This design comes from an exercise in tuning for small area on the open sky130 flow, not from production work.
Only simulation tests tie the RTL to the original design; equivalence was not proved.
Power figures rest on the tool's default switching activity, not on a simulated workload.

$ cat flow/config.mk
export PLATFORM = sky130hd
export DESIGN_NAME = ad57xx_ctrl
export DESIGN_NICKNAME = ad57xx_ctrl
export VERILOG_FILES = /design/flow/design.v
export SDC_FILE = /design/flow/constraint.sdc
export NUM_CORES = 4
export LEC_CHECK = 0
export CAP_MARGIN = 20
export CORE_MARGIN = 2
export CORE_UTILIZATION = 40
export PLACE_DENSITY = 0.6
export SLEW_MARGIN = 20
$ cat flow/constraint.sdc
create_clock -name core_clock -period 6.0 [get_ports {clk}]
set_input_delay 1.2000 -clock core_clock [delete_from_list [all_inputs] [get_ports {clk}]]
set_output_delay 1.2000 -clock core_clock [all_outputs]
set_load 0.01 [all_outputs]
$ cat flow/design.v
module ad57xx_ctrl (
    input  wire        clk,
    input  wire        rst,            
    input  wire        cfg_dual,       
    input  wire        cfg_readback,   
    input  wire        req_valid,
    output wire        req_ready,
    input  wire [3:0]  req_op,
    input  wire [1:0]  req_kind,
    input  wire [2:0]  req_sel,
    input  wire [2:0]  req_tag,
    input  wire [15:0] req_val,
    input  wire [2:0]  req_ch,
    input  wire        req_on,
    input  wire [15:0] req_value,
    input  wire [3:0]  req_cfg,
    input  wire [2:0]  req_range,
    input  wire [15:0] req_raw,
    output wire        rsp_valid,
    output wire [1:0]  rsp_result,
    output wire [2:0]  rsp_tag,
    output wire [23:0] rsp_data,
    output wire [7:0]  rsp_terr,
    output wire        tx_valid,
    output wire        tx_xfer,
    output wire [23:0] tx_frame,
    input  wire        tx_done,
    input  wire        tx_err,
    input  wire [7:0]  tx_ecode,
    input  wire [23:0] tx_rx
);
    localparam [3:0] S_IDLE = 4'd0;    
    localparam [3:0] S_RINV = 4'd1;    
    localparam [3:0] S_RENC = 4'd2;    
    localparam [3:0] S_RDEC = 4'd3;    
    localparam [3:0] S_RERR = 4'd4;    
    localparam [3:0] S_ROK  = 4'd5;    
    localparam [3:0] S_TXR  = 4'd6;    
    localparam [3:0] S_TXX  = 4'd7;    
    localparam [3:0] S_TXW  = 4'd8;    
    reg [3:0]  state;
    reg        pw;           
    reg        on_q;         
    reg        released;
    reg [3:0]  cfg_shadow;
    reg [15:0] pwr_shadow;
    reg [1:0]  dk;
    reg [2:0]  ds;
    reg [15:0] dp;
    function legal_ch;
        input       dual;
        input [2:0] a;
        begin
            if (dual)
                legal_ch = (a == 3'd0) || (a == 3'd2) || (a == 3'd4);
            else
                legal_ch = (a <= 3'd4);
        end
    endfunction
    function [3:0] pumask;
        input       dual;
        input [2:0] a;
        begin
            if (a == 3'd4)
                pumask = dual ? 4'h5 : 4'hF;
            else
                pumask = 4'h1 << a;
        end
    endfunction
    function [15:0] pwr_apply;
        input [15:0] base;
        input        on;
        input [3:0]  m;
        begin
            pwr_apply = {base[15:4], on ? (base[3:0] | m) : (base[3:0] & ~m)};
        end
    endfunction
    function cmd_ok;
        input       dual;
        input [1:0] kind;
        input [2:0] sel;
        begin
            case (kind)
                2'd0, 2'd1: cmd_ok = legal_ch(dual, sel);
                2'd2:       cmd_ok = 1'b1;
                default:    cmd_ok = !sel[1];
            endcase
        end
    endfunction
    function dec_err;
        input [1:0] kind;
        input [2:0] sel;
        begin
            dec_err = (kind == 2'd3) && (sel != 3'd1);
        end
    endfunction
    function [15:0] decode;
        input [1:0]  kind;
        input [15:0] raw;
        begin
            case (kind)
                2'd1:    decode = (raw[2:0] <= 3'd5) ? {13'd0, raw[2:0]} : 16'hFFFF;
                2'd3:    decode = {12'd0, raw[3:0]};
                default: decode = raw;
            endcase
        end
    endfunction
    assign req_ready = (state == S_IDLE);
    wire accept = req_valid && req_ready;
    reg        enc_ok;
    reg [15:0] enc_payload;
    always @* begin
        enc_ok      = 1'b0;
        enc_payload = req_val;
        case (req_kind)
            2'd0: enc_ok = legal_ch(cfg_dual, req_sel) && (req_tag == 3'd1);
            2'd1: begin
                enc_ok = legal_ch(cfg_dual, req_sel) && (req_tag == 3'd2) &&
                         (req_val[15:3] == 13'd0) && (req_val[2:0] <= 3'd5);
                enc_payload = {13'd0, req_val[2:0]};
            end
            2'd2: enc_ok = (req_tag == 3'd3);
            default: begin
                if (req_sel == 3'd1) begin
                    enc_ok      = (req_tag == 3'd4) && (req_val[15:4] == 12'd0);
                    enc_payload = {12'd0, req_val[3:0]};
                end else begin
                    enc_ok      = !req_sel[1] && (req_tag == 3'd0);
                    enc_payload = 16'd0;
                end
            end
        endcase
    end
    reg [3:0]  n_state;
    reg [1:0]  n_dk;
    reg [2:0]  n_ds;
    reg [15:0] n_dp;
    reg        n_pw;
    always @* begin
        n_dk    = req_kind;
        n_ds    = req_sel;
        n_dp    = 16'd0;
        n_pw    = 1'b0;
        n_state = S_IDLE;
        case (req_op)
            4'h0, 4'h1: begin   
                n_dp    = enc_payload;
                n_state = !enc_ok ? S_RINV : (req_op[0] ? S_TXW : S_RENC);
            end
            4'h2: begin         
                n_state = cmd_ok(cfg_dual, req_kind, req_sel) ? S_TXR : S_RINV;
            end
            4'h3: begin         
                n_dk = 2'd2;
                n_ds = req_ch;
                n_pw = cfg_readback;
                if (!cfg_readback)
                    n_dp = pwr_apply(pwr_shadow, req_on, pumask(cfg_dual, req_ch));
                n_state = !legal_ch(cfg_dual, req_ch) ? S_RINV :
                          (cfg_readback ? S_TXR : S_TXW);
            end
            4'h4: begin         
                n_dk    = 2'd0;
                n_ds    = req_ch;
                n_dp    = req_value;
                n_state = legal_ch(cfg_dual, req_ch) ? S_TXW : S_RINV;
            end
            4'h5: begin         
                n_dk    = 2'd3;
                n_ds    = 3'd1;
                n_dp    = {12'd0, req_cfg};
                n_state = S_TXW;
            end
            4'h6: begin         
                n_dk = 2'd3;
                n_ds = 3'd1;
                if (!cfg_readback)
                    n_dp = {12'd0, cfg_shadow};
                n_state = cfg_readback ? S_TXR : S_RDEC;
            end
            4'h7: begin         
                n_dk    = 2'd1;
                n_ds    = req_ch;
                n_dp    = {13'd0, req_range};
                n_state = (legal_ch(cfg_dual, req_ch) && req_range <= 3'd5) ? S_TXW : S_RINV;
            end
            4'h8, 4'h9: begin   
                n_dk    = 2'd3;
                n_ds    = {2'b10, req_op[0]};
                n_state = S_TXW;
            end
            4'hA: n_state = S_ROK;   
            4'hB: begin         
                n_dp    = decode(req_kind, req_raw);
                n_state = !cmd_ok(cfg_dual, req_kind, req_sel) ? S_RINV :
                          (dec_err(req_kind, req_sel) ? S_RERR : S_RDEC);
            end
            default: n_state = S_IDLE;   
        endcase
        if (released)
            n_state = S_IDLE;
    end
    wire in_tx   = (state == S_TXR) || (state == S_TXX) || (state == S_TXW);
    wire xchg    = (state == S_TXX);
    wire [2:0] addr = (dk == 2'd2) ? 3'd0 : ds;
    assign tx_valid = in_tx;
    assign tx_xfer  = xchg;
    assign tx_frame = xchg ? 24'h180000 : {state == S_TXR, 2'b00, dk, addr, dp};
    wire tx_fail = tx_done && tx_err;
    assign rsp_valid  = (state == S_RINV) || (state == S_RENC) || (state == S_RDEC) ||
                        (state == S_RERR) || (state == S_ROK) || tx_fail ||
                        (tx_done && state == S_TXW);
    assign rsp_result = {(state == S_RERR) || tx_fail, (state == S_RINV) || tx_fail};
    assign rsp_tag    = (state == S_RDEC) ? {1'b0, dk} + 3'd1 : 3'd0;
    assign rsp_data   = (state == S_RENC) ? {3'b000, dk, addr, dp} :
                        (state == S_RDEC) ? {8'd0, dp} : 24'd0;
    assign rsp_terr   = tx_fail ? tx_ecode : 8'd0;
    always @(posedge clk) begin
        if (rst) begin
            state      <= S_IDLE;
            released   <= 1'b0;
            cfg_shadow <= 4'b0100;
            pwr_shadow <= 16'h0000;
        end else begin
            case (state)
                S_IDLE: begin
                    if (accept) begin
                        state <= n_state;
                        dk    <= n_dk;
                        ds    <= n_ds;
                        dp    <= n_dp;
                        pw    <= n_pw;
                        on_q  <= req_on;
                        if (req_op == 4'hA)
                            released <= 1'b1;
                    end
                end
                S_TXR: begin
                    if (tx_done)
                        state <= tx_err ? S_IDLE : S_TXX;
                end
                S_TXX: begin
                    if (tx_done) begin
                        if (tx_err) begin
                            state <= S_IDLE;
                        end else if (pw) begin
                            dp    <= pwr_apply(tx_rx[15:0], on_q, pumask(cfg_dual, ds));
                            state <= S_TXW;
                        end else begin
                            dp    <= decode(dk, tx_rx[15:0]);
                            state <= dec_err(dk, ds) ? S_RERR : S_RDEC;
                        end
                    end
                end
                S_TXW: begin
                    if (tx_done) begin
                        if (!tx_err) begin
                            if (dk == 2'd3 && ds == 3'd1)
                                cfg_shadow <= dp[3:0];
                            if (dk == 2'd2)
                                pwr_shadow <= dp;
                        end
                        state <= S_IDLE;
                    end
                end
                default: state <= S_IDLE;   
            endcase
        end
    end
endmodule
$ cat flow/run.sh
#!/bin/bash
# synth_recipe.tcl (not shown) runs the flow's synth.tcl, then flattens the netlist and writes it again
# the make line also repeats each setting of config.mk as NAME=value (left out here)
make -C /OpenROAD-flow-scripts/flow DESIGN_CONFIG=/design/flow/config.mk WORK_HOME=/design/flow/orfs CLKGATE_MAP_FILE= SYNTH_SCRIPT=/design/flow/synth_recipe.tcl finish
==> impl_metrics.csv <==
group,metric,value,unit
setup_path,path_cells,"clkdlybuf4s50_1 -> a31oi_1 -> o211ai_1 -> clkdlybuf4s50_1",
logic_synthesis,yosys.area.top_type,"edfxtp_1",
clocking,cts_tree,"yes",
cells_and_area,syn_to_final_growth,45.1,%
die,fp.dieW,103,microns
die,die_y,103,microns
die,io_pins,175,
setup_path,arrival,2920,ps
clocking,cts_setup_buffers,0,
route,finalWirelength,14.3,mm
route,viasPerCell,5.88,
route,vias,4591,
sta,max_freq,243,MHz
die,core,0.00968,sq mm
logic_synthesis,synth_ff_type,"dfxtp_1",
logic_synthesis,yosysUniqueCellTypes,64,
sta,finalSetupViolations,0,
setup_path,crit_required,4800,ps
cells_and_area,mostFrequentLayoutCells,"clkdlybuf4s50_1, nand2_1, a21oi_1",
power,peakVddDrop,0.106,mV
clocking,clock_sinks,48,
route,wl_per_cell,18.3,microns
power,p_leak,0.00207,uW
logic_synthesis,ys_seq_area_share,30.2,%
clocking,cts_resized,0,
sta,maxSlewViolCount,0,
power,net-switching-power,235,uW
power,p_total,850,uW
grt,grt_pass1_wl,21.7,mm
logic_synthesis,yosys-top-cells-area,"edfxtp_1, dfxtp_1, a21oi_1, nand2_1, and3_1",
setup_path,critPathKind,"in -> out",
grt,track_usage,26.2,%
logic_synthesis,synth_top_area_share,17.5,%
placement,io_buffers,161,
logic_synthesis,syn_avg_cell_area,7.60,sq um
power,power_per_cell_area,148,mW/mm^2
setup_path,start_kind,"input port",
clocking,numCtsBuffers,5,
setup_path,r2r_start,"state[0]",
clocking,postCtsHoldBufs,0,
grt,first_global_vias,4069,
setup_path,cpMaxStageDelayCell,"clkdlybuf4s50_1",
power,power_frac_seq,43.3,%
die,initial_core_util,40.8,%
power,p_sw_share,27.6,%
route,drt_first_pass_iters,5,
clocking,clk_pin_slew,100,ps
power,p_int,615,uW
route,drt_iter0_drc,375,
die,die-area,0.0107,sq mm
logic_synthesis,syn_inst,520,
clocking,insertion_delay,300,ps
sta,skew,10.6,ps
clocking,h-tree-depth,2,
logic_synthesis,synthArstFlopShare,0,%
logic_synthesis,synth_edf_count,23,
grt,grt_overflow,0,
power,p_clk_share,28.9,%
setup_path,critPathMaxFanout,18,
grt,grt_max_degree,37,
sta,timing.final.crit_share,68.7,%
setup_path,startpoint,"tx_done",
min_path,hp-class,"reg -> reg",
outcome,outcome,"finished clean",
logic_synthesis,yosys_warnings,1,
setup_path,critPathMaxStageDelay,800,ps
cells_and_area,fin_nets,760,
grt,antenna_found_initial,0,
cells_and_area,num_antenna_cells,0,
setup_path,critPathCaptureType,"primary output",
sta,setup_tns,0,ps
logic_synthesis,synth_seq_cells,48,
setup_path,cpMostUsedCell,"clkdlybuf4s50_1",
route,ant_nets,0,
sta,rsz0062_at_grt,"false",
route,drc,0,
clocking,root_buffer,"clkbuf_8",
logic_synthesis,syn_area,0.00395,sq mm
die,num_rows,36,
clocking,clockBufferDepth,2,
sta,fin_crit,4120,ps
sta,slew_headroom,35.2,%
cells_and_area,drive_gt1_share,3.55,%
sta,finalHoldViolCount,0,
sta,worst_pin_slew,969,ps
power,p_comb_share,27.8,%
cells_and_area,layout_commonest_cell,"clkdlybuf4s50_1",
placement,gp_congestion,0.936,
placement,dp_hpwl,11.2,mm
min_path,hold_path.startpoint,"pwr_shadow[12]",
flow_run,cap_viol_max_count,0,
[state kept, by name, summed over array words and instances (netlist names)]
name        count
dk              2
pw              1
pwr_shadow     16
released        1
state           4
on_q            1
cfg_shadow      4
dp             16
ds              3
[final timing paths]
path,slack [ps],end,cells after the start
setup reg to reg,3380,pwr_shadow[15],5
setup / recovery,1880,rsp_valid,4
hold reg to reg,480,pwr_shadow[12],2
hold / removal,480,pwr_shadow[12],2
[power by group through the flow]
stage / clock network, uW / registers, uW / logic [uW]
final: 246 / 368 / 236
after global routing: 263 / 370 / 255
after CTS: 247 / 368 / 234
after detailed placement: 0 / 376 / 233
after global placement: 0 / 375 / 231
after floorplan: 0 / 368 / 113
[logic make-up (layout without fill, tap and decap cells)]
group	count (synthesis)	in the layout	share of synthesized area [%]
other	1	5	0.0949
and+or+nand+nor	221	221	30.5
buffers and inverters	66	190	7.03
muxes	12	12	3.07
DFF	48	48	30.2
AOI/OAI and AO/OA	167	167	27.8
adders and majority gates	3	3	0.950
xor gates and xnor gates	2	2	0.444
[synthesized netlist by cell type, drive strengths merged, types with 4 or more instances]
cell	n
a211oi	5
a21oi	49
a221oi	16
a22o	4
a22oi	4
a31oi	19
and2	8
and3	24
buf	12
clkbuf	38
dfxtp	25
edfxtp	23
inv	15
mux2i	11
nand2	55
nand2b	4
nand3	27
nand4	4
nor2	38
nor2b	19
nor3b	10
nor4	6
o211ai	7
o21ai	29
[critical path: cells and delay by family]
kind,cells,cell delay (ps)
buffers and inverters,2,1370
AOI/OAI and AO/OA,2,350
[final cells by class]
| cell class | count | area [sq um] |
|---|---|---|
| Clock buffer | 7 | 119 |
| Tap cell | 133 | 166 |
| Inverter | 16 | 60.1 |
| Fill cell | 886 | 3950 |
| Sequential cell | 48 | 1190 |
| Timing Repair Buffer | 166 | 1670 |
| Clock inverter | 1 | 8.76 |
| Multi-Input combinational cell | 410 | 2520 |
[metal layers]
metal / global-route usage, % / routed length, microns
met1: 40.8 / 6310
met5: 0 / 0
met4: 4.96 / 188
met2: 39.6 / 6590
met3: 2.22 / 1170
[stage by stage]
step                hold slack, ps  worst slack (ps)  util (%)  std cells  area, sq um
CTS                            475              1590      58.8        780         5700
detailed placement             462              1900      57.5        772         5570
floorplan                      436              2890         -        524         3970
global placement               452              1930      57.5        772         5570
global route                   495              1790      59.2        781         5730
finish                         481              1880      59.2        781         5730

-- port drivers added, routing unchanged --
In the flow no input, the clock included, has a driving cell. The finished layout below was timed again as built, in two steps. Step 1: set_driving_cell puts a clkbuf_16 on clk and a buf_2 on each other input, an assumption about the parent block. Step 2 adds t to the input delays and takes it off the output delays; t is the mean of the earliest and latest rising clock arrival at the registers after step 1. Input paths then give back, and output paths get back, about the clock's delay inside the block. Slacks: no drivers / after step 1 / after step 2; pairs: no drivers / after step 1.
t, ns: 0.324
slack for setup (ns): 1.877 / 1.855 / 1.835
worst setup path after step 2: input to register
latest minus earliest clock arrival (ns): 0.013 / 0.013
worst slew at a driven data input, ns: 0.05
After both steps this run still meets setup and hold. The setup slack of this run moves by -0.022 ns with the drivers and by -0.042 ns with both steps.
